Background: an optimization exercise with open tools, aiming at small area, a short achievable clock period and few clock cycles. Do not read the settings as production practice. Where RTL was checked, it was by simulation tests only, not by an equivalence proof against the original. Function not checked in run 6: the RTL went through the layout flow alone. No activity file was given, so power comes from the tool's default toggle rates.

==> flow/design.v <==
module fsq_table_engine (
    input  wire        clk,
    input  wire        rst,
    input  wire        cmd_valid,
    output wire        cmd_ready,
    input  wire [3:0]  cmd_op,
    input  wire [7:0]  cmd_a,
    input  wire [7:0]  cmd_b,
    output wire        rsp_valid,
    output wire [3:0]  rsp_err,
    output wire [2:0]  rsp_sub,
    output wire [7:0]  rsp_arg,
    output wire [16:0] rsp_result,
    output wire        rsp_tv,
    output wire [2:0]  rsp_k,
    output wire [2:0]  rsp_b
);
    localparam OP_NOP    = 4'h0, OP_CLEAR  = 4'h1, OP_APUSH = 4'h2, OP_KPUSH = 4'h3,
               OP_SETPAD = 4'h4, OP_BUILD  = 4'h5, OP_ENCB  = 4'hA, OP_DECB  = 4'hB,
               OP_PACK   = 4'hC, OP_UNPACK = 4'hD;
    localparam B_FIRST = 3'd0, B_SCAN = 3'd1, B_CHK = 3'd2, B_COL = 3'd3,
               B_FIN1  = 3'd4, B_FIN2 = 3'd5, B_ERR = 3'd7;
    reg [111:0] alpha_f;                 
    reg [255:0] kslot_f;                 
    reg [4:0]  alen;
    reg [5:0]  klen;
    reg [7:0]  pad;
    reg        pad_mem;                  
    reg        hi_f;  reg [3:0] hi_i;    
    reg        dup_f; reg [3:0] dup_i;   
    reg        tv;
    reg        tv_o;                     
    reg [2:0]  r_k, r_b;                 
    reg        fast_ok;                  
    reg        kdup;                     
    reg [15:0] seen;                     
    wire k4 = alen[4], k3 = alen[3], k2 = alen[2], k1 = !(alen[4] | alen[3] | alen[2]);
    wire n_sq = (alen == 5'd1) || (alen == 5'd4) || (alen == 5'd9) || (alen == 5'd16);
    function [3:0] rc_of(input [3:0] p, input f4, input f3, input f2);
        reg [3:0] t;
        begin
            t[3] = p == 4'd6 || p == 4'd7 || p == 4'd8;
            t[2] = p == 4'd3 || p == 4'd4 || p == 4'd5;
            t[1] = p == 4'd2 || p == 4'd5 || p == 4'd8;
            t[0] = p == 4'd1 || p == 4'd4 || p == 4'd7;
            rc_of = ({4{f4}} & p) | ({4{f3}} & t) | ({4{f2}} & {1'b0, p[1], 1'b0, p[0]});
        end
    endfunction
    function [3:0] mk(input [1:0] r, input [1:0] c, input f4, input f3, input f2);
        reg [3:0] t;
        begin
            t[3] = r == 2'd2 && c == 2'd2;
            t[2] = (r == 2'd1 && c != 2'd0) || (r == 2'd2 && c != 2'd2);
            t[1] = (r == 2'd0 && c == 2'd2) || (r == 2'd1 && c == 2'd0) || (r == 2'd2 && c != 2'd2);
            t[0] = (r == 2'd0 && c == 2'd1) || (r == 2'd1 && c != 2'd1) || (r == 2'd2 && c == 2'd1);
            mk = ({4{f4}} & {r, c}) | ({4{f3}} & t) | ({4{f2}} & {2'd0, r[0], c[0]});
        end
    endfunction
    function [4:0] mkb(input [1:0] r, input [1:0] c, input f4, input f3, input f2, input f1);
        reg [4:0] t;
        begin
            t[4] = r == 2'd2 && c != 2'd0;
            t[3] = !(r == 2'd2 && c != 2'd0);
            t[2] = r == 2'd1 || (r == 2'd2 && c == 2'd0);
            t[1] = (r == 2'd0 && c != 2'd0) || (r == 2'd1 && c == 2'd2) || (r == 2'd2 && c == 2'd0);
            t[0] = (r != 2'd1 && c != 2'd1) || (r == 2'd1 && c == 2'd1);
            mkb = ({5{f4}} & {1'b1, r, c}) | ({5{f3}} & t) | ({5{f2}} & {3'b001, r[0], c[0]}) |
                  {4'd0, f1};
        end
    endfunction
    function [15:0] therm(input [4:0] n);
        integer j, b;
        reg gt, eq;
        begin
            for (j = 0; j < 16; j = j + 1) begin
                gt = 1'b0; eq = 1'b1;
                for (b = 3; b >= 0; b = b - 1) begin
                    if (!j[b]) gt = gt | (eq & n[b]);
                    eq = eq & (n[b] == j[b]);
                end
                therm[j] = n[4] | gt;
            end
        end
    endfunction
    reg [2:0]  bst;
    reg        sv;                       
    reg [4:0]  sdi;
    reg        slast;
    reg [1:0]  sph;                      
    reg        dup_a, dup_b;
    reg [3:0]  min_da;                   
    reg [1:0]  sr, sc;
    reg        rst_q;
    always @(posedge clk) rst_q <= rst;
    reg       rdy;                       
    reg       e_cmd;                     
    reg       e_bld;                     
    reg [3:0] c_op;
    reg [7:0] c_a;                       
    reg [7:0] c_b;
    reg [3:0] c_ad;                      
    reg [3:0] c_au;                      
    reg [3:0] c_sa;                      
    reg [4:0] c_sb;                      
    reg       c_age, c_bge;              
    assign cmd_ready = rdy;
    wire       b_done;                   
    wire [4:0] scan_next;                
    wire [7:0] prt;                      
    wire [3:0] i_rc1 = rc_of(cmd_a[3:0], k4, k3, k2);
    wire [3:0] i_rc2 = rc_of(cmd_b[3:0], k4, k3, k2);
    wire [3:0] i_sa  = mk(i_rc1[3:2], i_rc2[1:0], k4, k3, k2);
    wire [4:0] i_sb  = mkb(i_rc2[3:2], i_rc1[1:0], k4, k3, k2, k1);
    wire       i_bld = cmd_valid && cmd_op == OP_BUILD;
    function ge_n(input [7:0] v, input f4, input f3, input f2, input f1);
        begin
            ge_n = (|v[7:4]) || (f3 && v[3] && (|v[2:0])) || (f2 && |v[3:2]) || (f1 && |v[3:0]);
        end
    endfunction
    always @(posedge clk) begin
        c_op <= cmd_op; c_b <= cmd_b;
        c_a  <= e_bld ? prt : cmd_a;
        if (!e_bld) c_ad <= cmd_a[3:0];
        if (cmd_op == OP_UNPACK) c_au <= cmd_a[3:0];
        c_sa <= i_sa;
        c_sb <= e_bld ? scan_next : i_sb;
        c_age <= ge_n(cmd_a, k4, k3, k2, k1);
        c_bge <= ge_n(cmd_b, k4, k3, k2, k1);
        if (rst) begin
            rdy <= 1'b1; e_cmd <= 1'b0; e_bld <= 1'b0;
        end else if (!e_bld) begin
            e_cmd <= cmd_valid && !i_bld;
            e_bld <= i_bld;
            rdy <= !i_bld;
        end else begin
            e_cmd <= 1'b0;
            e_bld <= !b_done;
            rdy <= b_done;
        end
    end
    wire is_clear  = c_op == OP_CLEAR;
    wire is_apush  = c_op == OP_APUSH;
    wire is_kpush  = c_op == OP_KPUSH;
    wire is_setpad = c_op == OP_SETPAD;
    wire is_encb   = c_op == OP_ENCB;
    wire is_decb   = c_op == OP_DECB;
    wire is_pack   = c_op == OP_PACK;
    wire is_unpack = c_op == OP_UNPACK;
    wire is_ill    = !(c_op == OP_NOP || is_clear || is_apush || is_kpush || is_setpad ||
                       is_encb || is_decb || is_pack || is_unpack);
    wire [15:0] amask = therm(alen);
    reg  [15:0] cam_m;
    reg  [3:0]  cam_code;
    integer i;
    always @* begin
        cam_code = 4'd0;
        for (i = 0; i < 16; i = i + 1) begin
            cam_m[i] = (alpha_f[7*i +: 7] == c_a[6:0]) && amask[i];
            if (cam_m[i]) cam_code = cam_code | i[3:0];
        end
    end
    wire cam_hit = |cam_m;
    wire [7:0] kslot_a = kslot_f[8*c_sa +: 8];
    wire [3:0] enc_o1 = kslot_a[3:0];
    assign     prt    = kslot_f[8*c_sb +: 8];    
    wire [3:0] enc_o2 = prt[3:0];
    wire [15:0] dmask_a = {{7{k4}}, {5{k4 | k3}}, {3{k4 | k3 | k2}}, 1'b1};
    wire [31:0] dmask_b = {{14{k4}}, {2{k4 | k3}}, {7{k3}}, 1'b0, {4{k2}}, 2'b00, k1, 1'b0};
    reg [15:0] dm_a;
    reg [31:0] dm_b;
    reg [3:0]  de_a, de_b;               
    always @* begin
        de_a = 4'd0; de_b = 4'd0;
        for (i = 0; i < 16; i = i + 1) begin
            dm_a[i] = kslot_f[8*i +: 4] == c_ad && dmask_a[i];
            if (dm_a[i]) de_a = de_a | i[3:0];
        end
        for (i = 0; i < 32; i = i + 1) begin
            dm_b[i] = kslot_f[8*i +: 4] == c_b[3:0] && dmask_b[i];
            if (dm_b[i]) de_b = de_b | i[3:0];
        end
    end
    wire [3:0] rc3_a = {dm_a[6] | dm_a[7] | dm_a[8], dm_a[3] | dm_a[4] | dm_a[5],
                        dm_a[2] | dm_a[5] | dm_a[8], dm_a[1] | dm_a[4] | dm_a[7]};
    wire [3:0] rc3_b = {dm_b[15] | dm_b[16] | dm_b[17], dm_b[12] | dm_b[13] | dm_b[14],
                        dm_b[11] | dm_b[14] | dm_b[17], dm_b[10] | dm_b[13] | dm_b[16]};
    wire [3:0] rca = ({4{k4}} & de_a) | ({4{k3}} & rc3_a) | ({4{k2}} & {1'b0, de_a[1], 1'b0, de_a[0]});
    wire [3:0] rcb = ({4{k4}} & de_b) | ({4{k3}} & rc3_b) | ({4{k2}} & {1'b0, de_b[1], 1'b0, de_b[0]});
    wire [3:0] dec_o1 = mk(rca[3:2], rcb[1:0], k4, k3, k2);
    wire [3:0] dec_o2 = mk(rcb[3:2], rca[1:0], k4, k3, k2);
    wire        k_res  = !c_a[7] && cam_hit;
    wire [7:0]  k_data = c_a[7] ? 8'h90 : (cam_hit ? {4'b1000, cam_code} : {1'b0, c_a[6:0]});
    wire        k_fresh = klen == 6'd0 || klen == {1'b0, alen};   
    wire        kp_we  = e_cmd && is_kpush && !klen[5];
    wire        sc_we  = e_bld && bst == B_SCAN && sv && !c_a[7];
    wire [4:0]  w_idx  = e_bld ? sdi : klen[4:0];
    wire        s_in_b = sdi >= alen;
    wire        s_res  = c_a[7];
    wire        s_bad  = s_res ? c_a[4] : !cam_hit;
    wire [15:0] s_oh   = s_res ? (16'd1 << c_a[3:0]) : cam_m;
    wire        s_fresh = sdi == 5'd0 || sdi == alen;    
    wire        s_dup  = !s_fresh && |(seen & s_oh);
    wire        s_da   = !s_in_b && s_dup;
    wire        s_db   = s_in_b && s_dup;
    wire [15:0] col_oh = 16'd1 << c_a[3:0];
    wire        c_last_r = (k4 && sr == 2'd3) || (k3 && sr == 2'd2) || (k2 && sr == 2'd1) || k1;
    wire [1:0]  sr_n = c_last_r ? 2'd0 : sr + 2'd1;
    wire [1:0]  sc_n = c_last_r ? sc + 2'd1 : sc;
    assign scan_next = bst == B_SCAN ? c_sb + 5'd1 :
                       bst == B_COL ? mkb(sr, sc, k4, k3, k2, k1) : 5'd0;
    wire [3:0] min_rc = rc_of(min_da, k4, k3, k2);
    wire [3:0] i1_hi = mk(min_da[3:2], 2'd0, k4, k3, k2);
    wire [3:0] i1_lo = {2'd0, min_da[1:0]};
    wire [3:0] i2_hi = {2'd0, sc};
    wire [3:0] i2_lo = mk(sr, 2'd0, k4, k3, k2);
    wire       use1  = dup_a && (min_da[3:2] == 2'd0 || !dup_b);
    wire [3:0] f_hi  = use1 ? i1_hi : i2_hi;
    wire [3:0] f_lo  = use1 ? i1_lo : i2_lo;
    wire [7:0] fin_i = k2 ? {4'd0, f_hi[1:0], f_lo[1:0]} : k1 ? 8'd0 : {f_hi, f_lo};
    wire b_pass = n_sq && !hi_f && !dup_f && pad_mem && klen == {alen, 1'b0};
    wire b_fast = fast_ok && !kdup;
    assign b_done = (bst == B_FIRST && !(b_pass && !b_fast)) ||
                    (bst == B_CHK && !dup_a && !dup_b) || bst == B_FIN2 || bst == B_ERR;
    wire q_ok  = tv && !c_age && !c_bge;
    reg        n_v;
    reg [3:0]  n_err;
    reg [2:0]  n_sub;
    reg [7:0]  n_arg;
    reg [11:0] n_res;      
    always @* begin
        n_v = 1'b0; n_err = 4'd0; n_sub = 3'd0; n_arg = 8'd0; n_res = 12'd0;
        if (e_cmd) begin
            n_v = 1'b1;
            if (is_apush && alen[4]) begin n_err = 4'd3; n_sub = 3'd5; n_arg = 8'd16; end
            if (is_kpush && klen[5]) begin n_err = 4'd4; n_sub = 3'd1; n_arg = 8'd32; end
            if (is_ill) begin n_err = 4'd1; n_sub = 3'd1; end
            if (is_encb || is_decb || is_unpack || is_pack) begin
                if (!tv) n_err = 4'd2;
                else if (!is_pack && c_age) begin n_err = 4'd6; n_sub = 3'd1; n_arg = c_a; end
                else if ((is_encb || is_decb) && c_bge) begin n_err = 4'd6; n_sub = 3'd2; n_arg = c_b; end
            end
            if (is_encb && q_ok) n_res = {1'b1, enc_o1, 3'd0, enc_o2};
            if (is_decb && q_ok) n_res = {1'b1, dec_o1, 3'd0, dec_o2};
            if (is_unpack && tv && !c_age) n_res = {1'b1, 4'd0, alpha_f[7*c_au +: 7]};
            if (is_pack && tv && k_res) n_res = {1'b1, 4'd0, 3'd0, cam_code};
        end else if (e_bld) begin
            n_v = b_done;
            if (bst == B_FIRST) begin
                if (alen == 5'd0)                 begin n_err = 4'd3; n_sub = 3'd1; end
                else if (!n_sq)                   begin n_err = 4'd3; n_sub = 3'd2; n_arg = {3'd0, alen}; end
                else if (hi_f)                    begin n_err = 4'd3; n_sub = 3'd3; n_arg = {4'd0, hi_i}; end
                else if (dup_f)                   begin n_err = 4'd3; n_sub = 3'd4; n_arg = {4'd0, dup_i}; end
                else if (!pad_mem)                begin n_err = 4'd5; n_sub = 3'd1; n_arg = pad; end
                else if (klen != {alen, 1'b0})    begin n_err = 4'd4; n_sub = 3'd2; n_arg = {2'd0, klen}; end
            end
            if (bst == B_ERR)  begin n_err = 4'd4; n_sub = 3'd3; n_arg = {3'd0, sdi - 5'd1}; end
            if (bst == B_FIN2) begin n_err = 4'd4; n_sub = 3'd4; n_arg = fin_i; end
        end
    end
    reg        r_v;
    reg [3:0]  r_err;
    reg [2:0]  r_sub;
    reg [7:0]  r_arg;
    reg [11:0] r_res;
    assign rsp_valid  = r_v;
    assign rsp_err    = r_err;
    assign rsp_sub    = r_sub;
    assign rsp_arg    = r_arg;
    assign rsp_result = {r_res[11], 4'd0, r_res[10:7], 1'b0, r_res[6:0]};
    assign rsp_tv     = tv_o;
    assign rsp_k      = r_k;
    assign rsp_b      = r_b;
    always @(posedge clk) begin
        r_err <= n_err; r_sub <= n_sub; r_arg <= n_arg; r_res <= n_res;
        if (rst) r_v <= 1'b0; else r_v <= n_v;
    end
    wire build_ok = e_bld && ((bst == B_FIRST && b_pass && b_fast) ||
                              (bst == B_CHK && !dup_a && !dup_b));
    wire tv_clr   = (e_cmd && (is_clear || is_setpad || (is_apush && !alen[4]) || (is_kpush && !klen[5]))) ||
                    (e_bld && bst == B_FIRST);
    wire tv_n = !rst_q && (build_ok || (tv && !tv_clr));
    wire tv_r = tv_n && n_v;
    always @(posedge clk) begin
        tv   <= tv_n;
        tv_o <= tv_r;
        r_k  <= tv_r ? {k4, k3 | k2, alen[0]} : 3'd0;
        r_b  <= tv_r ? {k4 | k3, k2, 1'b0} : 3'd0;
    end
    always @(posedge clk) begin
        for (i = 0; i < 32; i = i + 1)
            if ((kp_we || sc_we) && w_idx == i) kslot_f[8*i +: 8] <= k_data;
    end
    always @(posedge clk) begin
        if (rst_q) begin
            alen <= 5'd0; klen <= 6'd0; pad <= 8'h20; pad_mem <= 1'b0;
            hi_f <= 1'b0; dup_f <= 1'b0; bst <= B_FIRST;
        end else if (e_cmd) begin
            if (is_clear) begin
                alen <= 5'd0; klen <= 6'd0; pad <= 8'h20; pad_mem <= 1'b0;
                hi_f <= 1'b0; dup_f <= 1'b0;
            end
            if (is_apush && !alen[4]) begin
                for (i = 0; i < 16; i = i + 1)
                    if (alen[3:0] == i) alpha_f[7*i +: 7] <= c_a[6:0];
                alen <= alen + 5'd1;
                if (!hi_f && c_a[7]) begin hi_f <= 1'b1; hi_i <= alen[3:0]; end
                if (!dup_f && cam_hit) begin dup_f <= 1'b1; dup_i <= alen[3:0]; end
                if (c_a == pad && !pad[7]) pad_mem <= 1'b1;
                if (klen != 6'd0) fast_ok <= 1'b0;
            end
            if (is_kpush && !klen[5]) begin
                klen <= klen + 6'd1;
                seen <= (k_fresh ? 16'd0 : seen) | cam_m;
                if (klen == 6'd0) begin
                    fast_ok <= k_res;
                    kdup <= 1'b0;
                end else begin
                    fast_ok <= fast_ok && k_res;
                    if (!k_fresh && |(seen & cam_m)) kdup <= 1'b1;
                end
            end
            if (is_setpad) begin
                pad <= c_a;
                pad_mem <= !c_a[7] && cam_hit;
            end
        end else if (e_bld) begin
            case (bst)
            B_FIRST: begin
                sv <= 1'b0;
                if (b_pass && !b_fast) begin
                    bst <= B_SCAN;
                    dup_a <= 1'b0; dup_b <= 1'b0;
                    fast_ok <= 1'b0;
                end
            end
            B_SCAN: begin
                sv <= 1'b1; sdi <= c_sb;
                slast <= scan_next == klen[4:0];
                if (sv) begin
                    seen <= (s_fresh ? 16'd0 : seen) | s_oh;
                    if (!dup_a) min_da <= sdi[3:0];
                    dup_a <= dup_a || s_da;
                    dup_b <= dup_b || s_db;
                    if (s_bad) bst <= B_ERR;     
                    else if (slast) bst <= B_CHK;
                end
            end
            B_CHK: begin
                if (dup_b) begin
                    bst <= B_COL; sr <= 2'd0; sc <= 2'd0; sph <= 2'd0;
                    seen <= 16'd0;
                end else if (dup_a) begin
                    bst <= B_FIN1;
                end else begin
                    bst <= B_FIRST;
                end
            end
            B_COL: begin
                sph <= sph == 2'd2 ? 2'd0 : sph + 2'd1;
                if (sph == 2'd2) begin
                    if (|(seen & col_oh)) begin
                        bst <= B_FIN1;
                    end else begin
                        seen <= seen | col_oh;
                        sr <= sr_n; sc <= sc_n;
                    end
                end
            end
            B_FIN1: begin
                min_da <= min_rc;
                bst <= B_FIN2;
            end
            B_FIN2: begin
                bst <= B_FIRST;
            end
            default: begin  
                bst <= B_FIRST;
            end
            endcase
        end
    end
endmodule
==> flow/flow/run.sh <==
#!/bin/bash
set -euo pipefail
bash standard.sh synth > flow_synth.log 2>&1
bash standard.sh SETUP_SLACK_MARGIN=6.95 SKIP_GATE_CLONING=1 finish > flow_finish.log 2>&1
==> flow/standard.sh <==
#!/bin/bash
# synth_recipe.tcl (not shown) runs the flow's synth.tcl, then flattens the netlist and writes it again
# the make line also repeats each setting of config.mk as NAME=value (left out here)
make -C /OpenROAD-flow-scripts/flow DESIGN_CONFIG=/design/flow/config.mk WORK_HOME=/design/flow/orfs CLKGATE_MAP_FILE= SYNTH_SCRIPT=/design/flow/synth_recipe.tcl "${@:-finish}"
==> flow/config.mk <==
export PLATFORM = sky130hd
export DESIGN_NAME = fsq_table_engine
export DESIGN_NICKNAME = fsq_table_engine
export VERILOG_FILES = /design/flow/design.v
export SDC_FILE = /design/flow/constraint.sdc
export NUM_CORES = 8
export LEC_CHECK = 0
export CAP_MARGIN = 0
export CORE_MARGIN = 2
export CORE_UTILIZATION = 50
export CTS_CLUSTER_DIAMETER = 100
export CTS_CLUSTER_SIZE = 25
export PLACE_DENSITY = 0.6
export SLEW_MARGIN = 0
==> flow/constraint.sdc <==
create_clock -name core_clock -period 10.0 [get_ports {clk}]
set_input_delay 2.0000 -clock core_clock [delete_from_list [all_inputs] [get_ports {clk}]]
set_output_delay 2.0000 -clock core_clock [all_outputs]
set_load 0.01 [all_outputs]
==> results of run 1 <==
[power by group through the flow]
stage / Sequential (mW) / Clock (mW) / Combinational [mW]
2_1_floorplan: 2.38 / 0 / 0.197
3_3_place_gp: 2.41 / 0 / 0.253
3_5_place_dp: 2.41 / 0 / 0.254
4_1_cts: 2.34 / 1.20 / 0.319
5_1_grt: 2.34 / 1.27 / 0.349
6_report: 2.34 / 1.18 / 0.334
[area by class of cell]
type / instances / share of cell area, %
clock buffers: 39 / 2.165
repair buffers: 169 / 5.843
well taps: 748 / 2.988
diodes: 1 / 0.007988
flip-flops and latches: 515 / 46.67
clock inverters: 6 / 0.1877
multi-input cells: 1526 / 41.42
inverters: 58 / 0.7109
[metrics by stage]
stage                     instance area [sq um]  setup WS (ps)  utilization, %  std cells  hold slack, ps
after global routing                      31320           6834           56.86       3061           542.0
after detailed placement                  28970           5696           52.58       2947           516.4
final                                     31330           6856           56.86       3062           550.6
after CTS                                 30760           6801           55.83       3046           547.5
after global placement                    28970           5749           52.58       2947           508.2
after floorplan                           28080           6595               -       2273           406.4
[worst reg2reg max path, stage by stage, from the launching register on]
cell and delay [ps]:
dfxtp_4 370, buf_12 170, or3_4 490, a21oi_2 160, or3_4 150, nand4_1 210, nor4_4 220, buf_6 180
mux2i_2 120, a2111o_1 530, or2_0 230, a21oi_1 160
[registers in the layout, indices dropped and copies added, names as in the netlist, 5 cells and up]
name / count
c_a: 8
c_sb: 5
alpha_f: 112
pad: 8
kslot_f: 256
r_arg: 8
alen: 5
klen: 6
c_b: 8
r_res: 12
sdi: 5
seen: 16
[cell families (layout without fill, tap and decap cells)]
group | after synthesis | count (layout) | share of synthesized area (%)
XOR/XNOR | 306 | 306 | 9.618
buffers and inverters | 232 | 272 | 3.965
multiplexers | 157 | 157 | 11.59
AND/OR/NAND/NOR | 602 | 602 | 11.11
adder cells (fa/ha/maj) | 25 | 25 | 1.114
AO/OA/AOI/OAI | 429 | 429 | 10.47
flip-flops | 515 | 515 | 52.12
other | 1 | 8 | 0.01346
[repair_timing]
item / in CTS / in global routing
resized for setup: 327 / 109
buffers inserted: 54 / 15
endpoints found under the setup margin: 707 / 320
pin swaps: 19 / 26
[cell usage in the layout (no fill, tap or decap), drive strengths merged, types with 8 or more instances in the layout]
master         netlist  layout
clkdlybuf4s50        0      14
ha                  24      24
a21o                 9       9
o21ai               91      91
buf                 74     153
inv                 56      57
edfxtp             421     421
o22ai               18      18
a31oi               19      19
or2                  9       9
or3                 13      13
o221ai               8       8
o211ai              10      10
and2                19      19
a22oi               26      26
nor4                45      45
xnor2              141     141
clkbuf             100      41
nand2              110     110
xor2               165     165
mux2i               22      22
nand3               68      68
a22o                10      10
a222oi              13      13
a21oi               98      98
nor3                59      59
dfxtp               94      94
and3                21      21
a221oi               9       9
nor2b               27      27
mux4               132     132
nand4               30      30
nor2               151     151
nand2b              25      25
a211oi              34      34
[worst max path at each step]
stage	startpoint	slack, ps	cells after the start	to
global placement	cmd_b[1]	5750	10	c_sb[0]
finish	tv_o	6860	1	rsp_tv
global route	tv_o	6830	1	rsp_tv
CTS	e_cmd	6800	6	kslot_f[126]
detailed placement	cmd_a[3]	5700	10	c_sb[1]
floorplan	cmd_a[3]	6600	10	c_sb[1]
[metal layers]
layer  wire length (um)  up-vias
met2              45040     1054
met3               7148      199
met5                  0        -
met1              36660    10250
met4               4715        0
li1                   -     8658
==> results.ini, run 1 <==
[cts]
cts.sinks=515
htreeDepth=1
clockBufferDepth=3
root_buffer=clkbuf_16
cts_tree=yes
clk_latency_ps=620
clk_pin_slew_worst_paths_ps=110
cts_buffers=25
hold_buffers=0

[routing]
dr.pass1.iters=6
vias=20160
drt-total-wl_um=93570
viasPerCell=6.584
drt-wirelength-per-cell_um=30.56
drtIter0Drc=2553
drc=0
postRouteAntennaNets=0

[grt]
grt_pass1_wl_um=134900
antenna_found_initial=0
grt_pass1_vias=19700
grt_max_degree=61
met1_usage_pct=42.52
use_met2_pct=53.60
grt_util_all_layers_pct=32.20
met3_usage_pct=4.099
top_usage_layer=met2
gr-total-overflow=0

[worst_setup_path]
start_kind=flop
r2r_cells=11
cp_cell_sequence=buf_6
regToRegStartpoint=alen[3]
critPathTopFamily=flip-flops
cp.required_ps=8000
cp.arrival_ps=1140
critPathBufInv=1
ff2ff_setup_slack_ps=6930
critPathKind=flop to primary output
slowest_delay_ps=420
rr_endpoint=bst[1]
crit_fanout=1
worst_setup_path_end_kind=primary output
cp_slowest_cell=dfxtp_4

[synth]
ys_ff_latch=515
synth_ff_type=edfxtp_1
yosys_warnings=1
yosysSeqAreaShare_pct=52.12
netlist_top_cells_area=edfxtp_1 45%, mux4_2 11%, dfxtp_1 6.8%
yosysMostFrequentCell=edfxtp_1
yosysTopAreaCell=edfxtp_1
ys_types=99
synth_top_area_share_pct=45.37
synth_cells=2267
syn-cell-area_sq_um=27870
synth_edf_count=421
synthArstFlopShare_pct=0
synth_area_per_cell_sq_um=12.29
synth_common_cells=421 x edfxtp_1, 165 x xor2_1, 150 x nor2_1, 141 x xnor2_1, 132 x mux4_2

[floorplanning]
io_pins=64
rows=86
die-area_sq_um=57640
die_h_um=240.1
core_sq_um=55090
start_util_pct=50.58
die_w_um=240.1

[sta]
min_period_ps=3144
max_freq_ghz=0.3181
maxSlewViolCount=0
slew_headroom_pct=24.81
clock_skew_ps=29.64
hold_violations=0
fin_crit_sh_pct=31.44
setup_tns_ps=0
rsz0062_at_grt=true
tightest_slew_ps=1128
final-setup-viol-count=0

[layout]
nNetsFinal=2342
multiInputGateArea_sq_um=12980
final.fill_count=4650
drive_above_1_share_pct=22.44
area_growth_pct=12.42
seq_area_sq_um=14620

[place]
dp_hpwl_um=61970
gp_congestion=0.9705
portBuffers=56

[worst_hold_path]
hp-start=alen[4]
holdPathStages=1
whs_endpoint=r_k[2]
hp-class=flop to flop

[pwr]
switchingPower_mw=0.9273
p_comb_share_pct=8.7
vdd_ir_drop_max_uv=175.9
power_frac_clock_pct=30.7
power_frac_seq_pct=60.6
total_power_mw=3.857
power.internal_mw=2.929
pwr_density_cell_nw_per_um2=123.1
swShare_pct=24.05
p_leak_nw=10.14

[run_status]
status=timing/DRC/antenna clean

[job]
cap_violations=0

Testbench counts, summed over its fixed seeds: cycles 14,700.
==> run 2: changes to the inputs <==
--- a/flow/config.mk
+++ b/flow/config.mk
@@ -6,4 +6,5 @@
 export NUM_CORES = 8
 export LEC_CHECK = 0
+export ABC_AREA = 1
 export CAP_MARGIN = 0
 export CORE_MARGIN = 2
==> results.ini, run 2 <==
[run_status]
status=timing/DRC/antenna clean  ; unchanged

[floorplanning]
core_sq_um=57480  ; was 55090 sq um
die-area_sq_um=59930  ; was 57640 sq um
die_h_um=244.8  ; was 240.1 um
rows=88  ; was 86
io_pins=64  ; unchanged
start_util_pct=50.45  ; was 50.58%
die_w_um=244.8  ; was 240.1 um

[synth]
ys_ff_latch=515  ; unchanged
synthArstFlopShare_pct=0  ; unchanged
syn-cell-area_sq_um=29000  ; was 27870 sq um
ys_types=66  ; was 99
synth_area_per_cell_sq_um=8.349  ; was 12.29 sq um
yosysSeqAreaShare_pct=50.09  ; was 52.12%
yosysTopAreaCell=edfxtp_1  ; unchanged
netlist_top_cells_area=edfxtp_1 44%, nand2_1 7.9%, o21ai_0 7.0%  ; was edfxtp_1 45%, mux4_2 11%, dfxtp_1 6.8%
yosys_warnings=1  ; unchanged
synth_common_cells=607 x nand2_1, 501 x nor2_1, 421 x edfxtp_1, 408 x o21ai_0, 301 x inv_1  ; was 421 x edfxtp_1, 165 x xor2_1, 150 x nor2_1, 141 x xnor2_1, 132 x mux4_2
synth_ff_type=edfxtp_1  ; unchanged
synth_top_area_share_pct=43.60  ; was 45.37%
synth_cells=3473  ; was 2267
synth_edf_count=421  ; unchanged
yosysMostFrequentCell=nand2_1  ; was edfxtp_1

[layout]
postLayoutCoreUtil_pct=56.44  ; was 56.86%
largest_reg_flops=256  ; unchanged
drive_above_1_share_pct=11.39  ; was 22.44%
layout_common_cells=601 x nand2_1, 445 x nor2_1, 421 x edfxtp_1  ; was 421 x edfxtp_1, 165 x xor2_1, 141 x xnor2_1
top_register=kslot_f  ; unchanged
antenna_cells=0  ; was 1
stdcell_area_sq_um=32440  ; was 31330 sq um
nNetsFinal=3528  ; was 2342
area_growth_pct=11.87  ; was 12.42%
stdcell_count=4268  ; was 3062
layout_commonest_cell=nand2_1  ; was edfxtp_1
top_regs=kslot_f x256, alpha_f x112, seen x16  ; unchanged

[worst_setup_path]
cp.arrival_ps=1090  ; was 1140 ps
critPathTopFamily=flip-flops  ; unchanged
r2r_cells=18  ; was 11
worst_setup_path_end_kind=primary output  ; unchanged
critical_path_depth=1  ; unchanged
cp_cell_sequence=buf_2  ; was buf_6
crit_fanout=1  ; unchanged
critPathBufInv=1  ; unchanged
critPathKind=flop to primary output  ; unchanged
start_kind=flop  ; unchanged
cp.required_ps=8000  ; about the same
cp_slowest_cell=dfxtp_1  ; was dfxtp_4
slowest_delay_ps=330  ; was 420 ps

[cts]
cts.sinks=515  ; unchanged
hold_buffers=0  ; unchanged
cts_buffers=28  ; was 25
htreeDepth=1  ; unchanged
clk_latency_ps=650  ; was 620 ps
clockBufferDepth=3  ; unchanged
cts_tree=yes  ; unchanged
root_buffer=clkbuf_16  ; unchanged
clk_pin_slew_worst_paths_ps=110  ; about the same

[routing]
drtIter0Drc=3573  ; was 2553
drt-wirelength-per-cell_um=26.07  ; was 30.56 um
viasPerCell=6.254  ; was 6.584
vias=26690  ; was 20160
drt-total-wl_um=111300  ; was 93570 um
dr.pass1.iters=10  ; was 6
postRouteAntennaNets=0  ; unchanged
drc=0  ; unchanged

[grt]
grt_util_all_layers_pct=35.57  ; was 32.20%
grt_pass1_vias=24630  ; was 19700
antenna_found_initial=2  ; was 0
grt_pass1_wl_um=159600  ; was 134900 um
grt_max_degree=90  ; was 61
gr-total-overflow=0  ; unchanged

[worst_hold_path]
holdPathStages=2  ; was 1
hp-class=flop to flop  ; unchanged

[job]
cap_violations=0  ; unchanged

[sta]
maxSlewViolCount=0  ; unchanged
clock_skew_ps=31.49  ; was 29.64 ps
max_freq_ghz=0.3231  ; was 0.3181 GHz
min_period_ps=3095  ; was 3144 ps
setup_tns_ps=0  ; unchanged
tightest_slew_ps=1269  ; was 1128 ps
rsz0062_at_grt=true  ; unchanged
fin_crit_sh_pct=30.95  ; was 31.44%
hold_violations=0  ; unchanged
final-setup-viol-count=0  ; unchanged
slew_headroom_pct=14.49  ; was 24.81%

[place]
place_area_sq_um=30060  ; was 28970 sq um
place_inst=4150  ; was 2947
portBuffers=56  ; unchanged
gp_congestion=1.007  ; was 0.9705
dp_hpwl_um=73640  ; was 61970 um

[pwr]
p_leak_nw=12.06  ; was 10.14 nW
vdd_ir_drop_max_uv=172.0  ; was 175.9 uV
total_power_mw=4.028  ; was 3.857 mW
pwr_density_cell_nw_per_um2=124.2  ; was 123.1 nW/um^2

run 2: cell families after synthesis:
| logic type | Yosys count | synth area share (%) |
|---|---|---|
| and+or+nand+nor | 1410 | 20.31 |
| buffers and inverters | 520 | 7.318 |
| xor gates and xnor gates | 138 | 4.168 |
| muxes | 3 | 0.1036 |
| DFF | 515 | 50.09 |
| adders and majority gates | 24 | 1.036 |
| other | 1 | 0.01293 |
| AOI/OAI and AO/OA | 862 | 16.97 |
run 2: through the flow:
stage               hold slack, ps  worst slack, ps
global route                 537.6             6866
finish                       518.9             6905
global placement             485.1             5847
detailed placement           497.1             5832
CTS                          512.1             6771
floorplan                    406.4             6847
run 2: worst paths after layout:
check | startpoint | to | slack [ps]
setup / recovery | r_arg[7] | rsp_arg[7] | 6910
hold / removal | pad[0] | pad[0] | 520
setup reg to reg | alen[3] | kslot_f[240] | 7020
hold reg to reg | pad[0] | pad[0] | 520
run 2: cell type report:
type	instances	area, sq um
Sequential cell	515	14580
Inverter	326	1354
Clock inverter	11	147.6
Tap cell	765	957.2
Clock buffer	41	749.5
Multi-Input combinational cell	2444	12920
Timing Repair Buffer	166	1729
Fill cell	5243	25040
run 2: where the power goes:
| part | internal, mW | switching (mW) |
|---|---|---|
| registers | 2.32 | 0.0135 |
| logic | 0.107 | 0.245 |
| clock network | 0.552 | 0.787 |
run 2: layer usage:
metal | track usage [%] | wire (um)
met2 | 56.32 | 49810
met3 | 5.915 | 10860
met4 | 17.25 | 6234
met5 | 0 | 27
met1 | 47.59 | 44340
run 2: timing repair:
action                                  CTS  global route
gates cloned                              0             0
resized for setup                       302           134
endpoints found under the setup margin  600           548
pin swaps                                 3            19
setup buffers                            25            41
==> run 3: changes to the inputs <==
--- a/flow/config.mk
+++ b/flow/config.mk
@@ -6,5 +6,4 @@
 export NUM_CORES = 8
 export LEC_CHECK = 0
-export ABC_AREA = 1
 export CAP_MARGIN = 0
 export CORE_MARGIN = 2
@@ -14,2 +13,3 @@
 export PLACE_DENSITY = 0.6
 export SLEW_MARGIN = 0
+export TNS_END_PERCENT = 50
==> results.ini, run 3 <==
[run_status]
status=timing/DRC/antenna clean  ; unchanged

[grt]
grt_pass1_wl_um=132800  ; was 159600 um
top_usage_layer=met2  ; unchanged
antenna_found_initial=0  ; was 2
use_met2_pct=51.71  ; was 56.32%
met1_usage_pct=42.31  ; was 47.59%
grt_util_all_layers_pct=31.59  ; was 35.57%
met3_usage_pct=4.259  ; was 5.915%
grt_max_degree=68  ; was 90
grt_pass1_vias=19550  ; was 24630
gr-total-overflow=0  ; unchanged

[synth]
synth_ff_type=edfxtp_1  ; unchanged
yosys_warnings=1  ; unchanged
yosysMostFrequentCell=edfxtp_1  ; was nand2_1
synth_top_area_share_pct=45.37  ; was 43.60%
synth_area_per_cell_sq_um=12.29  ; was 8.349 sq um
synth_cells=2267  ; was 3473
yosysSeqAreaShare_pct=52.12  ; was 50.09%
yosysTopAreaCell=edfxtp_1  ; unchanged
syn-cell-area_sq_um=27870  ; was 29000 sq um
netlist_top_cells_area=edfxtp_1 45%, mux4_2 11%, dfxtp_1 6.8%  ; was edfxtp_1 44%, nand2_1 7.9%, o21ai_0 7.0%
synth_edf_count=421  ; unchanged
synth_common_cells=421 x edfxtp_1, 165 x xor2_1, 150 x nor2_1, 141 x xnor2_1, 132 x mux4_2  ; was 607 x nand2_1, 501 x nor2_1, 421 x edfxtp_1, 408 x o21ai_0, 301 x inv_1
ys_types=99  ; was 66
ys_ff_latch=515  ; unchanged
synthArstFlopShare_pct=0  ; unchanged

[layout]
top_regs=kslot_f x256, alpha_f x112, seen x16  ; unchanged
area_growth_pct=12.00  ; was 11.87%
largest_reg_flops=256  ; unchanged
final.fill_count=4588  ; was 5243
nNetsFinal=2334  ; was 3528
drive_above_1_share_pct=21.59  ; was 11.39%
postLayoutCoreUtil_pct=56.65  ; was 56.44%
layout_common_cells=421 x edfxtp_1, 165 x xor2_1, 139 x xnor2_1  ; was 601 x nand2_1, 445 x nor2_1, 421 x edfxtp_1
layout_commonest_cell=edfxtp_1  ; was nand2_1
top_register=kslot_f  ; unchanged
multiInputGateArea_sq_um=12920  ; about the same
seq_area_sq_um=14620  ; was 14580 sq um

[worst_setup_path]
start_kind=flop  ; unchanged
cp.arrival_ps=1170  ; was 1090 ps
crit_fanout=1  ; unchanged
r2r_cells=11  ; was 18
slowest_delay_ps=430  ; was 330 ps
critPathBufInv=1  ; unchanged
critical_path_depth=1  ; unchanged
critPathTopFamily=flip-flops  ; unchanged
ff2ff_setup_slack_ps=6880  ; was 7020 ps
cp_slowest_cell=dfxtp_4  ; was dfxtp_1
cp.required_ps=8000  ; about the same
cp_cell_sequence=buf_6  ; was buf_2
worst_setup_path_end_kind=primary output  ; unchanged
critPathKind=flop to primary output  ; unchanged
rr_endpoint=r_res[1]  ; was kslot_f[240]
regToRegStartpoint=alen[4]  ; was alen[3]

[sta]
layout_setup_ws_ps=6827  ; was 6905 ps
setup_tns_ps=0  ; unchanged
min_period_ps=3173  ; was 3095 ps
clock_skew_ps=37.32  ; was 31.49 ps
maxSlewViolCount=0  ; unchanged
hold_violations=0  ; unchanged
slew_headroom_pct=20.58  ; was 14.49%
fin_crit_sh_pct=31.73  ; was 30.95%
tightest_slew_ps=1189  ; was 1269 ps
max_freq_ghz=0.3151  ; was 0.3231 GHz
final-setup-viol-count=0  ; unchanged
rsz0062_at_grt=true  ; unchanged

[routing]
drt-total-wl_um=92090  ; was 111300 um
drt-wirelength-per-cell_um=30.13  ; was 26.07 um
dr.pass1.iters=7  ; was 10
vias=20220  ; was 26690
drc=0  ; unchanged
postRouteAntennaNets=0  ; unchanged
drtIter0Drc=2418  ; was 3573
viasPerCell=6.617  ; was 6.254

[floorplanning]
core_sq_um=55090  ; was 57480 sq um
die_h_um=240.1  ; was 244.8 um
rows=86  ; was 88
die-area_sq_um=57640  ; was 59930 sq um
start_util_pct=50.58  ; was 50.45%
die_w_um=240.1  ; was 244.8 um
io_pins=64  ; unchanged

[cts]
htreeDepth=1  ; unchanged
clockBufferDepth=3  ; unchanged
clk_pin_slew_worst_paths_ps=100  ; was 110 ps
cts_tree=yes  ; unchanged
hold_buffers=0  ; unchanged
clk_latency_ps=620  ; was 650 ps
cts.sinks=515  ; unchanged
cts_buffers=26  ; was 28
root_buffer=clkbuf_16  ; unchanged

[worst_hold_path]
hp-start=pad[4]  ; was pad[0]
whs_endpoint=pad[4]  ; was pad[0]
holdPathStages=1  ; was 2
hp-class=flop to flop  ; unchanged

[pwr]
pwr_density_cell_nw_per_um2=125.2  ; was 124.2 nW/um^2
vdd_ir_drop_max_uv=177.4  ; was 172.0 uV
p_leak_nw=10.11  ; was 12.06 nW

[place]
dp_hpwl_um=61190  ; was 73640 um
gp_congestion=0.9859  ; was 1.007
portBuffers=56  ; unchanged
dp_slack_ps=5720  ; was 5832 ps

[job]
cap_violations=0  ; unchanged

==> run 3: layer usage <==
layer | vias to the layer above | wire [um]
met5 | - | 0
met4 | 0 | 5030
met3 | 226 | 7742
met2 | 1149 | 43530
met1 | 10190 | 35790
li1 | 8655 | -
==> run 3: cells by family after synthesis <==
| family | after synthesis | synth area share [%] |
|---|---|---|
| simple gates | 602 | 11.11 |
| flops | 515 | 52.12 |
| compound gates | 429 | 10.47 |
| xor+xnor | 306 | 9.618 |
| buf+inv | 232 | 3.965 |
| mux | 157 | 11.59 |
| fa+ha+maj | 25 | 1.114 |
| other cells | 1 | 0.01346 |
==> run 3: where the power goes <==
group,internal [mW],switching [mW]
combinational,0.120,0.205
sequential,2.32,0.0164
clock,0.521,0.723
total,2.96,0.944
==> run 3: worst max path at each step <==
| stage | startpoint | to | slack [ps] |
|---|---|---|---|
| floorplan | cmd_a[3] | c_sb[1] | 6600 |
| global placement | cmd_b[1] | c_sb[0] | 5750 |
| detailed placement | cmd_b[1] | c_sb[0] | 5720 |
| CTS | r_res[4] | rsp_result[4] | 6780 |
| global route | alen[4] | r_res[1] | 6800 |
| finish | r_k[0] | rsp_k[0] | 6830 |
==> run 3: final cells by class <==
class	instances	share of cell area (%)
sequential	515	46.84
clock buffer	41	2.333
multi-input combinational	1526	41.40
timing repair buffer	160	5.460
inverter	58	0.7136
clock inverter	7	0.2446
antenna	1	0.008018
tap	748	2.999
==> run 3: timing repair <==
item,CTS,global route
setup endpoints to repair,739,515
resized for setup,238,170
pin swaps,10,17
buffers inserted,36,27
==> run 3: per-stage QoR <==
stage	hold slack (ps)	power [mW]	cell area [sq um]	instances
6_report	544.0	3.908	31210	3056
4_1_cts	540.6	3.913	30680	3028
3_3_place_gp	504.6	2.659	28940	2944
3_5_place_dp	510.9	2.662	28940	2944
2_1_floorplan	406.4	2.581	28080	2273
5_1_grt	562.1	4.012	31210	3055
==> run 4: changes to the inputs <==
--- a/flow/config.mk
+++ b/flow/config.mk
@@ -8,8 +8,7 @@
 export CAP_MARGIN = 0
 export CORE_MARGIN = 2
-export CORE_UTILIZATION = 50
+export CORE_UTILIZATION = 53
 export CTS_CLUSTER_DIAMETER = 100
 export CTS_CLUSTER_SIZE = 25
 export PLACE_DENSITY = 0.6
 export SLEW_MARGIN = 0
-export TNS_END_PERCENT = 50
==> results.ini, run 4 <==
[worst_setup_path]
cp_slowest_cell=dfxtp_4  ; unchanged
cp_cell_sequence=buf_6  ; unchanged
critPathKind=flop to primary output  ; unchanged
start_kind=flop  ; unchanged
slowest_delay_ps=380  ; was 430 ps
cp.required_ps=8000  ; about the same
critPathTopFamily=flip-flops  ; unchanged
worst_setup_path_end_kind=primary output  ; unchanged
critPathBufInv=1  ; unchanged
cp.arrival_ps=1130  ; was 1170 ps
crit_fanout=1  ; unchanged

[synth]
yosysMostFrequentCell=edfxtp_1  ; unchanged
yosys_warnings=1  ; unchanged
yosysSeqAreaShare_pct=52.12  ; unchanged
synth_ff_type=edfxtp_1  ; unchanged
ys_ff_latch=515  ; unchanged
synth_top_area_share_pct=45.37  ; unchanged
ys_types=99  ; unchanged
yosysTopAreaCell=edfxtp_1  ; unchanged
syn-cell-area_sq_um=27870  ; unchanged
synthArstFlopShare_pct=0  ; unchanged
netlist_top_cells_area=edfxtp_1 45%, mux4_2 11%, dfxtp_1 6.8%  ; unchanged
synth_edf_count=421  ; unchanged
synth_common_cells=421 x edfxtp_1, 165 x xor2_1, 150 x nor2_1, 141 x xnor2_1, 132 x mux4_2  ; unchanged
synth_cells=2267  ; unchanged
synth_area_per_cell_sq_um=12.29  ; unchanged

[cts]
htreeDepth=1  ; unchanged
cts_tree=yes  ; unchanged
clk_latency_ps=620  ; about the same
cts_buffers=26  ; unchanged
hold_buffers=0  ; unchanged
root_buffer=clkbuf_16  ; unchanged
clk_pin_slew_worst_paths_ps=110  ; was 100 ps
cts.sinks=515  ; unchanged
clockBufferDepth=3  ; unchanged

[routing]
drt-wirelength-per-cell_um=30.61  ; was 30.13 um
drc=0  ; unchanged
drt-total-wl_um=92510  ; was 92090 um
viasPerCell=6.698  ; was 6.617
postRouteAntennaNets=0  ; unchanged
dr.pass1.iters=10  ; was 7
vias=20240  ; was 20220
drtIter0Drc=2944  ; was 2418

[pwr]
vdd_ir_drop_max_uv=170.7  ; was 177.4 uV
p_leak_nw=10.28  ; was 10.11 nW
pwr_density_cell_nw_per_um2=125.0  ; was 125.2 nW/um^2

[sta]
final-setup-viol-count=0  ; unchanged
setup_tns_ps=0  ; unchanged
rsz0062_at_grt=true  ; unchanged
maxSlewViolCount=0  ; unchanged
slew_headroom_pct=23.97  ; was 20.58%
clock_skew_ps=56.32  ; was 37.32 ps
min_period_ps=3131  ; was 3173 ps
fin_crit_sh_pct=31.31  ; was 31.73%
tightest_slew_ps=1138  ; was 1189 ps
hold_violations=0  ; unchanged
max_freq_ghz=0.3194  ; was 0.3151 GHz

[layout]
drive_above_1_share_pct=23.44  ; was 21.59%
layout_commonest_cell=edfxtp_1  ; unchanged
area_growth_pct=12.91  ; was 12.00%
stdcell_count=3022  ; was 3056
nNetsFinal=2361  ; was 2334
layout_common_cells=421 x edfxtp_1, 165 x xor2_1, 138 x xnor2_1  ; was 421 x edfxtp_1, 165 x xor2_1, 139 x xnor2_1
largest_reg_flops=256  ; unchanged
antenna_cells=0  ; was 1
top_regs=kslot_f x256, alpha_f x112, seen x16  ; unchanged
top_register=kslot_f  ; unchanged

[floorplanning]
io_pins=64  ; unchanged
core_sq_um=52240  ; was 55090 sq um
die_w_um=233.3  ; was 240.1 um
start_util_pct=53.35  ; was 50.58%
die-area_sq_um=54430  ; was 57640 sq um
rows=84  ; was 86
die_h_um=233.3  ; was 240.1 um

[place]
place_inst=2882  ; was 2944
gp_congestion=0.9665  ; was 0.9859
portBuffers=56  ; unchanged
dp_hpwl_um=60550  ; was 61190 um

[grt]
grt_util_all_layers_pct=33.16  ; was 31.59%
grt_pass1_vias=19120  ; was 19550
grt_pass1_wl_um=131500  ; was 132800 um
gr-total-overflow=0  ; unchanged
antenna_found_initial=0  ; unchanged
grt_max_degree=64  ; was 68

[worst_hold_path]
hp-class=flop to flop  ; unchanged

[run_status]
status=timing/DRC/antenna clean  ; unchanged

[job]
cap_violations=0  ; unchanged

[run 4: area by class of cell]
| class | instances | area, sq um |
|---|---|---|
| Inverter | 58 | 225.2 |
| Sequential cell | 515 | 14630 |
| Timing Repair Buffer | 187 | 1969 |
| Clock inverter | 7 | 76.32 |
| Tap cell | 688 | 860.8 |
| Fill cell | 4098 | 20770 |
| Multi-Input combinational cell | 1526 | 12950 |
| Clock buffer | 41 | 748.2 |
[run 4: path summary, 6_finish.rpt]
check,from,to,slack [ps],depth (start not counted)
min reg2reg,c_b[7],r_arg[7],510,2
max reg2reg,c_a[6],r_res[2],6970,12
max,r_b[2],rsp_b[2],6870,1
min,c_b[7],r_arg[7],510,2
[run 4: metal layers]
layer / vias to the layer above / wire length (um) / track usage [%] / share of wire, %
li1: 8705 / - / - / -
met1: 10250 / 36180 / 45.13 / 39
met2: 1079 / 44470 / 55.22 / 48
met3: 208 / 7810 / 4.639 / 8.4
met4: 0 / 4048 / 10.45 / 4.4
met5: - / 0 / 0 / 0
[run 4: through the flow]
stage                     hold WS [ps]  cell area, sq um  total power [mW]  utilization, %  worst slack [ps]
after floorplan                  406.4             28080             2.581               -              6595
after global placement           492.7             28850             2.661           55.22              5790
after detailed placement         494.6             28850             2.663           55.22              5728
after global routing             528.9             31460             4.032           60.24              6862
after CTS                        519.7             30700             3.916           58.78              6857
final                            514.6             31460             3.933           60.24              6869
[run 4: logic make-up (layout without fill, tap and decap cells)]
group                    after synthesis  after routing  share of synthesized area (%)
other                                  1              7                        0.01346
XOR/XNOR                             306            306                          9.618
adder cells (fa/ha/maj)               25             25                          1.114
flip-flops                           515            515                          52.12
buffers and inverters                232            293                          3.965
AND/OR/NAND/NOR                      602            602                          11.11
multiplexers                         157            157                          11.59
AO/OA/AOI/OAI                        429            429                          10.47
[run 4: what timing repair did]
| item | in CTS | in global routing |
|---|---|---|
| pin swaps | 10 | 30 |
| cloned | 0 | 0 |
| resized for setup | 325 | 120 |
| setup buffers | 59 | 33 |
| setup endpoints to repair | 753 | 431 |
[run 4: where the power goes]
| group | total (mW) | switching, mW | internal (mW) |
|---|---|---|---|
| combinational | 0.343 | 0.213 | 0.130 |
| sequential | 2.34 | 0.0160 | 2.32 |
| clock | 1.25 | 0.720 | 0.532 |
[run 4: worst reg2reg max path, stage by stage (launching register included)]
cell and delay, ps:
dfxtp_4 410, buf_12 190, xnor2_2 260, o211ai_2 130, or3_2 530, nand4_4 140
nor4_4 60, buf_6 140, buf_12 130, or4_4 450, and3_2 290, a22oi_1 170
nand2_1 70
==> run 5: changes to the inputs <==
--- a/flow/config.mk
+++ b/flow/config.mk
@@ -8,5 +8,5 @@
 export CAP_MARGIN = 0
 export CORE_MARGIN = 2
-export CORE_UTILIZATION = 53
+export CORE_UTILIZATION = 48
 export CTS_CLUSTER_DIAMETER = 100
 export CTS_CLUSTER_SIZE = 25
==> results.ini, run 5 <==
[worst_setup_path]
cp.required_ps=10500  ; was 8000 ps
r2r_cells=10  ; was 12
crit_fanout=28  ; was 1
regToRegStartpoint=c_b[0]  ; was c_a[6]
endpoint=r_res[1]  ; was rsp_b[2]
rr_endpoint=r_res[1]  ; was r_res[2]
ff2ff_setup_slack_ps=6870  ; was 6970 ps
start_kind=flop  ; unchanged
crit_path_start=c_b[0]  ; was r_b[2]
critPathKind=flop to flop  ; was flop to primary output
cp.arrival_ps=3630  ; was 1130 ps
worst_setup_path_end_kind=flop  ; was primary output

[cts]
cts_tree=yes  ; unchanged
clk_latency_ps=620  ; about the same
cts.sinks=515  ; unchanged
clockBufferDepth=3  ; unchanged
cts_buffers=26  ; unchanged
htreeDepth=1  ; unchanged
root_buffer=clkbuf_16  ; unchanged
clk_pin_slew_worst_paths_ps=100  ; was 110 ps

[place]
dp_slack_ps=5684  ; was 5728 ps
portBuffers=56  ; unchanged
dp_hpwl_um=60540  ; was 60550 um
place_inst=2963  ; was 2882
gp_congestion=0.9669  ; was 0.9665

[sta]
tightest_slew_ps=1111  ; was 1138 ps
layout_setup_ws_ps=6872  ; was 6869 ps
maxSlewViolCount=0  ; unchanged
max_freq_ghz=0.3196  ; was 0.3194 GHz
setup_tns_ps=0  ; unchanged
rsz0062_at_grt=true  ; unchanged
min_period_ps=3128  ; was 3131 ps
fin_crit_sh_pct=31.28  ; was 31.31%
slew_headroom_pct=25.81  ; was 23.97%
clock_skew_ps=21.71  ; was 56.32 ps
final-setup-viol-count=0  ; unchanged
hold_violations=0  ; unchanged

[grt]
grt_pass1_wl_um=133000  ; was 131500 um
antenna_found_initial=1  ; was 0
grt_pass1_vias=19510  ; was 19120
grt_util_all_layers_pct=30.01  ; was 33.16%
gr-total-overflow=0  ; unchanged
grt_max_degree=64  ; unchanged

[job]
cap_violations=0  ; unchanged

[run_status]
status=timing/DRC/antenna clean  ; unchanged

[floorplanning]
core_sq_um=57590  ; was 52240 sq um
start_util_pct=48.39  ; was 53.35%
io_pins=64  ; unchanged
die-area_sq_um=60000  ; was 54430 sq um
die_h_um=244.9  ; was 233.3 um
rows=88  ; was 84
die_w_um=244.9  ; was 233.3 um

[routing]
postRouteAntennaNets=0  ; unchanged
drt-total-wl_um=91480  ; was 92510 um
drt-wirelength-per-cell_um=29.56  ; was 30.61 um
dr.pass1.iters=6  ; was 10
drtIter0Drc=2441  ; was 2944
viasPerCell=6.510  ; was 6.698
drc=0  ; unchanged
vias=20150  ; was 20240

[pwr]
p_leak_nw=10.24  ; was 10.28 nW
switchingPower_mw=0.9526  ; was 0.9496 mW
power.internal_mw=2.962  ; was 2.984 mW
pwr_density_cell_nw_per_um2=124.2  ; was 125.0 nW/um^2
p_comb_share_pct=8.5  ; was 8.7%
vdd_ir_drop_max_uv=175.9  ; was 170.7 uV
power_frac_clock_pct=31.8  ; about the same
swShare_pct=24.34  ; was 24.14%
power_frac_seq_pct=59.7  ; was 59.4%

[layout]
stdcell_count=3095  ; was 3022
top_register=kslot_f  ; unchanged
nNetsFinal=2357  ; was 2361
top_regs=kslot_f x256, alpha_f x112, seen x16  ; unchanged
largest_reg_flops=256  ; unchanged
area_growth_pct=13.08  ; was 12.91%
final.fill_count=4841  ; was 4098
drive_above_1_share_pct=23.01  ; was 23.44%
layout_commonest_cell=edfxtp_1  ; unchanged
layout_common_cells=421 x edfxtp_1, 164 x xor2_1, 139 x xnor2_1  ; was 421 x edfxtp_1, 165 x xor2_1, 138 x xnor2_1

[synth]
yosys_warnings=1  ; unchanged
synth_edf_count=421  ; unchanged
yosysMostFrequentCell=edfxtp_1  ; unchanged
synthArstFlopShare_pct=0  ; unchanged
yosysSeqAreaShare_pct=52.12  ; unchanged
yosysTopAreaCell=edfxtp_1  ; unchanged
ys_ff_latch=515  ; unchanged
synth_ff_type=edfxtp_1  ; unchanged
synth_cells=2267  ; unchanged
netlist_top_cells_area=edfxtp_1 45%, mux4_2 11%, dfxtp_1 6.8%  ; unchanged
synth_top_area_share_pct=45.37  ; unchanged
syn-cell-area_sq_um=27870  ; unchanged
synth_area_per_cell_sq_um=12.29  ; unchanged
synth_common_cells=421 x edfxtp_1, 165 x xor2_1, 150 x nor2_1, 141 x xnor2_1, 132 x mux4_2  ; unchanged
ys_types=99  ; unchanged

[worst_hold_path]
holdPathStages=1  ; was 2
hp-class=flop to flop  ; unchanged

==> run 5: per-stage QoR <==
step	power (mW)	util (%)	instance area, sq um	hold slack, ps
3_3_place_gp	2.660	50.31	28970	517.1
2_1_floorplan	2.581	-	28080	406.4
6_report	3.914	54.72	31510	542.6
4_1_cts	3.906	53.43	30770	541.9
3_5_place_dp	2.663	50.31	28970	512.8
5_1_grt	4.016	54.72	31510	555.2
==> run 5: final cells by class <==
class	count	area [sq um]	share of cell area (%)
sequential	515	14610	46.35
multi-input combinational	1526	13040	41.39
timing repair buffer	183	1871	5.936
tap	765	957.2	3.038
clock buffer	40	713.2	2.263
inverter	58	227.7	0.7227
clock inverter	7	91.34	0.2899
antenna	1	2.502	0.007941
==> run 5: worst min path at each step <==
stage	startpoint	to
global route	pad[1]	pad[1]
floorplan	c_sb[2]	sdi[2]
detailed placement	pad[1]	pad[1]
CTS	pad[1]	pad[1]
finish	pad[1]	pad[1]
global placement	pad[4]	pad[4]
==> run 5: layer usage <==
layer	up-vias	part of all wire (%)	wire length [um]	GRT usage, %
met5	-	0	0	0
met4	0	4.1	3730	10.33
li1	8694	-	-	-
met3	182	8.3	7578	3.783
met2	1082	48	44170	49.78
met1	10190	39	36010	40.89
==> run 5: critical path, cell delays in order, from the launching register on <==
cell	delay, ps
dfxtp_2	330
clkbuf_8	340
xor2_1	210
nor3_2	110
a32o_1	280
a31oi_1	290
a41oi_1	290
o31ai_1	510
nand3_1	140
a211o_1	270
a31o_1	210
==> run 5: power groups by stage <==
stage	sequential, mW	clock (mW)	combinational [mW]
final	2.34	1.24	0.332
after floorplan	2.38	0	0.197
after global placement	2.41	0	0.252
after CTS	2.34	1.26	0.305
after global routing	2.34	1.33	0.349
after detailed placement	2.41	0	0.255
==> run 5: cells by family after synthesis <==
group / Yosys count / synth area share [%]
compound gates: 429 / 10.47
mux: 157 / 11.59
fa+ha+maj: 25 / 1.114
xor+xnor: 306 / 9.618
other cells: 1 / 0.01346
simple gates: 602 / 11.11
flops: 515 / 52.12
buf+inv: 232 / 3.965
==> run 5: timing repair <==
action,CTS,global route
resized for setup,332,100
hold buffers,0,0
setup endpoints to repair,644,488
setup buffers,47,37
pin swaps,11,27
==> run 6: changes to the inputs <==
--- a/flow/design.v
+++ b/flow/design.v
@@ -35,6 +35,6 @@
     reg        kdup;                     
     reg [15:0] seen;                     
-    wire k4 = alen[4], k3 = alen[3], k2 = alen[2], k1 = !(alen[4] | alen[3] | alen[2]);
-    wire n_sq = (alen == 5'd1) || (alen == 5'd4) || (alen == 5'd9) || (alen == 5'd16);
+    reg  k4, k3, k2, k1;
+    wire n_sq = k1 || k2 || k3 || k4;
     function [3:0] rc_of(input [3:0] p, input f4, input f3, input f2);
         reg [3:0] t;
@@ -93,4 +93,8 @@
     reg        rst_q;
     always @(posedge clk) rst_q <= rst;
+    wire [4:0] alen_n;                   
+    always @(posedge clk) begin
+        k4 <= alen_n == 5'd16; k3 <= alen_n == 5'd9; k2 <= alen_n == 5'd4; k1 <= alen_n == 5'd1;
+    end
     reg       rdy;                       
     reg       e_cmd;                     
@@ -218,4 +222,6 @@
     wire [3:0] f_lo  = use1 ? i1_lo : i2_lo;
     wire [7:0] fin_i = k2 ? {4'd0, f_hi[1:0], f_lo[1:0]} : k1 ? 8'd0 : {f_hi, f_lo};
+    assign alen_n = (rst_q || (e_cmd && is_clear)) ? 5'd0 :
+                    (e_cmd && is_apush && !alen[4]) ? alen + 5'd1 : alen;
     wire b_pass = n_sq && !hi_f && !dup_f && pad_mem && klen == {alen, 1'b0};
     wire b_fast = fast_ok && !kdup;
==> flow/flow/run.sh (replaced) <==
#!/bin/bash
set -euo pipefail
bash standard.sh synth > flow_synth.log 2>&1
bash standard.sh SETUP_SLACK_MARGIN=6.85 finish > flow_finish.log 2>&1
--- a/flow/config.mk
+++ b/flow/config.mk
@@ -6,9 +6,9 @@
 export NUM_CORES = 8
 export LEC_CHECK = 0
-export CAP_MARGIN = 0
+export CAP_MARGIN = 20
 export CORE_MARGIN = 2
-export CORE_UTILIZATION = 48
+export CORE_UTILIZATION = 45
 export CTS_CLUSTER_DIAMETER = 100
 export CTS_CLUSTER_SIZE = 25
 export PLACE_DENSITY = 0.6
-export SLEW_MARGIN = 0
+export SLEW_MARGIN = 20
==> results.ini, run 6 <==
[run_status]
status=timing/DRC/antenna clean  ; unchanged

[sta]
setup_tns_ps=0  ; unchanged
hold_violations=0  ; unchanged
max_freq_ghz=0.3121  ; was 0.3196 GHz
clock_skew_ps=54.69  ; was 21.71 ps
maxSlewViolCount=0  ; unchanged
final-setup-viol-count=0  ; unchanged
fin_crit_sh_pct=32.04  ; was 31.28%
tightest_slew_ps=1121  ; was 1111 ps
min_period_ps=3204  ; was 3128 ps
slew_headroom_pct=24.65  ; was 25.81%
rsz0062_at_grt=true  ; unchanged

[grt]
grt_pass1_wl_um=137000  ; was 133000 um
grt_util_all_layers_pct=28.85  ; was 30.01%
gr-total-overflow=0  ; unchanged
antenna_found_initial=3  ; was 1
grt_pass1_vias=19760  ; was 19510
grt_max_degree=65  ; was 64

[worst_hold_path]
hp-start=c_sb[1]  ; was pad[1]
holdPathStages=0  ; was 1
hp-class=flop to flop  ; unchanged
whs_endpoint=sdi[1]  ; was pad[1]

[cts]
cts.sinks=519  ; was 515
hold_buffers=0  ; unchanged
clk_pin_slew_worst_paths_ps=100  ; about the same
clk_latency_ps=630  ; was 620 ps
root_buffer=clkbuf_16  ; unchanged
htreeDepth=1  ; unchanged
cts_buffers=26  ; unchanged
clockBufferDepth=3  ; unchanged
cts_tree=yes  ; unchanged

[worst_setup_path]
critPathTopFamily=simple AND/OR/NAND/NOR gates  ; was compound AO/OA/AOI/OAI gates
crit_fanout=18  ; was 28
rr_endpoint=kslot_f[76]  ; was r_res[1]
cp.required_ps=10240  ; was 10500 ps
critPathKind=flop to flop  ; unchanged
critical_path_depth=7  ; was 10
cp_slowest_cell=dfxtp_1  ; was o31ai_1
slowest_delay_ps=530  ; was 510 ps
crit_path_start=bst[1]  ; was c_b[0]
start_kind=flop  ; unchanged
regToRegStartpoint=bst[1]  ; was c_b[0]
critPathBufInv=2  ; was 1
r2r_cells=7  ; was 10
worst_setup_path_end_kind=flop  ; unchanged
ff2ff_setup_slack_ps=6800  ; was 6870 ps
cp.arrival_ps=3440  ; was 3630 ps
cpMostUsedCell=nor2_2
cp_cell_sequence=nor2_2 -> nand2_1 -> inv_1 -> a41o_1 -> o21ai_1 -> buf_4 -> nor2_2  ; was clkbuf_8 -> xor2_1 -> nor3_2 -> a32o_1 -> a31oi_1 -> a41oi_1 -> o31ai_1 -> nand3_1 -> a211o_1 -> a31o_1

[layout]
layout_commonest_cell=edfxtp_1  ; unchanged
antenna_cells=0  ; was 1
top_register=kslot_f  ; unchanged
final.fill_count=5266  ; was 4841
nNetsFinal=2390  ; was 2357
layout_common_cells=421 x edfxtp_1, 188 x xnor2_1, 135 x mux4_2  ; was 421 x edfxtp_1, 164 x xor2_1, 139 x xnor2_1
drive_above_1_share_pct=24.39  ; was 23.01%
largest_reg_flops=256  ; unchanged
area_growth_pct=15.35  ; was 13.08%
stdcell_count=3152  ; was 3095
top_regs=kslot_f x256, alpha_f x112, seen x16  ; unchanged

[floorplanning]
io_pins=64  ; unchanged
start_util_pct=45.37  ; was 48.39%
core_sq_um=61480  ; was 57590 sq um
die_w_um=253.0  ; was 244.9 um
die-area_sq_um=63990  ; was 60000 sq um
die_h_um=253.0  ; was 244.9 um
rows=91  ; was 88

[synth]
synthArstFlopShare_pct=0  ; unchanged
yosysMostFrequentCell=edfxtp_1  ; unchanged
synth_top_area_share_pct=45.32  ; was 45.37%
synth_common_cells=421 x edfxtp_1, 189 x xnor2_1, 135 x mux4_2, 132 x nor2_1, 126 x xor2_1  ; was 421 x edfxtp_1, 165 x xor2_1, 150 x nor2_1, 141 x xnor2_1, 132 x mux4_2
ys_ff_latch=519  ; was 515
synth_area_per_cell_sq_um=12.36  ; was 12.29 sq um
yosys_warnings=1  ; unchanged
yosysTopAreaCell=edfxtp_1  ; unchanged
yosysSeqAreaShare_pct=52.35  ; was 52.12%
synth_cells=2257  ; was 2267
synth_ff_type=edfxtp_1  ; unchanged
netlist_top_cells_area=edfxtp_1 45%, mux4_2 11%, dfxtp_1 7.0%  ; was edfxtp_1 45%, mux4_2 11%, dfxtp_1 6.8%
synth_edf_count=421  ; unchanged
ys_types=88  ; was 99
syn-cell-area_sq_um=27890  ; was 27870 sq um

[routing]
vias=20700  ; was 20150
drt-wirelength-per-cell_um=30.29  ; was 29.56 um
dr.pass1.iters=7  ; was 6
postRouteAntennaNets=0  ; unchanged
drc=0  ; unchanged
viasPerCell=6.568  ; was 6.510
drt-total-wl_um=95460  ; was 91480 um
drtIter0Drc=2661  ; was 2441

[pwr]
swShare_pct=24.19  ; was 24.34%
pwr_density_cell_nw_per_um2=125.3  ; was 124.2 nW/um^2
p_leak_nw=10.58  ; was 10.24 nW
switchingPower_mw=0.9756  ; was 0.9526 mW
power_frac_seq_pct=58.5  ; was 59.7%
p_comb_share_pct=9.6  ; was 8.5%
power.internal_mw=3.057  ; was 2.962 mW
vdd_ir_drop_max_uv=149.8  ; was 175.9 uV
power_frac_clock_pct=32.0  ; was 31.8%

[place]
gp_congestion=0.9712  ; was 0.9669
place_inst=2987  ; was 2963
dp_hpwl_um=61820  ; was 60540 um
portBuffers=56  ; unchanged

[job]
cap_violations=0  ; unchanged

[run 6: cell types whose count changed in the layout (fill, tap and decap cells not counted), sizes merged, moves of 8 or more]
cell | previous run | this run
a211oi | 34 | 26
a21oi | 98 | 113
buf | 167 | 187
clkbuf | 42 | 50
nand2 | 110 | 122
nor2 | 151 | 135
nor2b | 27 | 19
o21ai | 91 | 74
o31ai | 6 | 14
o41ai | 6 | 16
xnor2 | 141 | 189
xor2 | 165 | 127
[run 6: area by class of cell]
cell class / count / area (sq um) / share of cell area, %
inverter: 62 / 246.5 / 0.7661
multi-input combinational: 1518 / 13170 / 40.94
timing repair buffer: 215 / 2240 / 6.961
clock buffer: 41 / 749.5 / 2.329
tap: 790 / 988.4 / 3.072
timing repair inverter: 1 / 7.507 / 0.02333
clock inverter: 6 / 90.09 / 0.2800
sequential: 519 / 14680 / 45.63
[run 6: worst reg2reg max path: cells and delay by family (launching register included)]
family                 cells  cell delay (ps)
flip-flops                 1              530
AND/OR/NAND/NOR            3             1190
AO/OA/AOI/OAI              2              540
buffers and inverters      2              560
[run 6: cells by family after synthesis]
group / count (synthesis) / synth area share [%]
AND/OR/NAND/NOR: 580 / 10.42
flip-flops: 519 / 52.35
AO/OA/AOI/OAI: 433 / 10.69
XOR/XNOR: 316 / 9.949
buffers and inverters: 229 / 3.866
multiplexers: 155 / 11.63
adder cells (fa/ha/maj): 24 / 1.077
other: 1 / 0.01344
[run 6: worst max-delay path by stage]
stage,end,slack [ps]
after global placement,c_sb[2],5760
after global routing,kslot_f[102],6730
final,kslot_f[76],6800
after CTS,r_b[2],6810
after detailed placement,c_sb[2],5750
after floorplan,c_sb[2],6680
[run 6: metrics by stage]
step	area [sq um]	setup slack [ps]	hold slack, ps	power (mW)	utilization, %
after CTS	31310	6811	492.9	4.017	50.93
after global routing	32180	6729	500.1	4.135	52.33
final	32180	6796	492.6	4.033	52.33
after global placement	29090	5761	448.8	2.697	47.31
after detailed placement	29100	5745	449.9	2.701	47.33
after floorplan	28070	6680	406.4	2.613	-
[run 6: routing by layer]
| layer | global-route usage, % | routed length (um) | share of wire [%] |
|---|---|---|---|
| met1 | 39.84 | 37380 | 39 |
| met2 | 46.32 | 44570 | 47 |
| met3 | 4.657 | 9025 | 9.5 |
| met4 | 10.14 | 4480 | 4.7 |
| met5 | 0 | 9 | 0.0094 |
[run 6: power by group through the flow]
stage,Clock [mW],Combinational (mW),Sequential [mW]
floorplan,0,0.211,2.40
global placement,0,0.273,2.42
detailed placement,0,0.277,2.42
CTS,1.31,0.352,2.36
global route,1.37,0.403,2.36
finish,1.29,0.385,2.36
[run 6: repair_timing]
item | in CTS | in global routing
setup buffers | 67 | 35
pin swaps | 21 | 40
cloned | 11 | 5
gates resized for setup | 323 | 123
endpoints found under the setup margin | 619 | 473

-- re-timing with driven ports --
In the flow no input, the clock included, has a driving cell. The finished layouts below were timed again as built, in two steps. Step 1 sets driving cells, clkbuf_16 on the clock port and buf_2 on the other inputs (assumed; they add their load-dependent delay and slew). Step 2 adds t to the input delays and takes it off the output delays; t is the mean of the earliest and latest rising clock arrival at the registers after step 1. Input paths then give back, and output paths get back, about the clock's delay inside the block. Slacks: ideal / step 1 / step 2; pairs: ideal / step 1.
run	t (ns)	slack for setup (ns)	hold WS [ns]
run 1	0.663	6.856 / 6.793 / 6.378	0.551 / 0.551 / 0.551
run 2	0.700	6.905 / 6.841 / 6.422	0.519 / 0.519 / 0.519
run 3	0.657	6.826 / 6.766 / 6.371	0.544 / 0.544 / 0.544
run 4	0.653	6.869 / 6.811 / 6.353	0.515 / 0.515 / 0.515
run 5	0.671	6.872 / 6.820 / 6.255	0.543 / 0.543 / 0.543
run 6	0.670	6.796 / 6.796 / 6.304	0.493 / 0.493 / 0.493
After both steps every run listed still meets setup and hold. For run 5, which loses most, drivers alone change the setup slack by -0.052 ns; drivers and shift together by -0.617 ns.
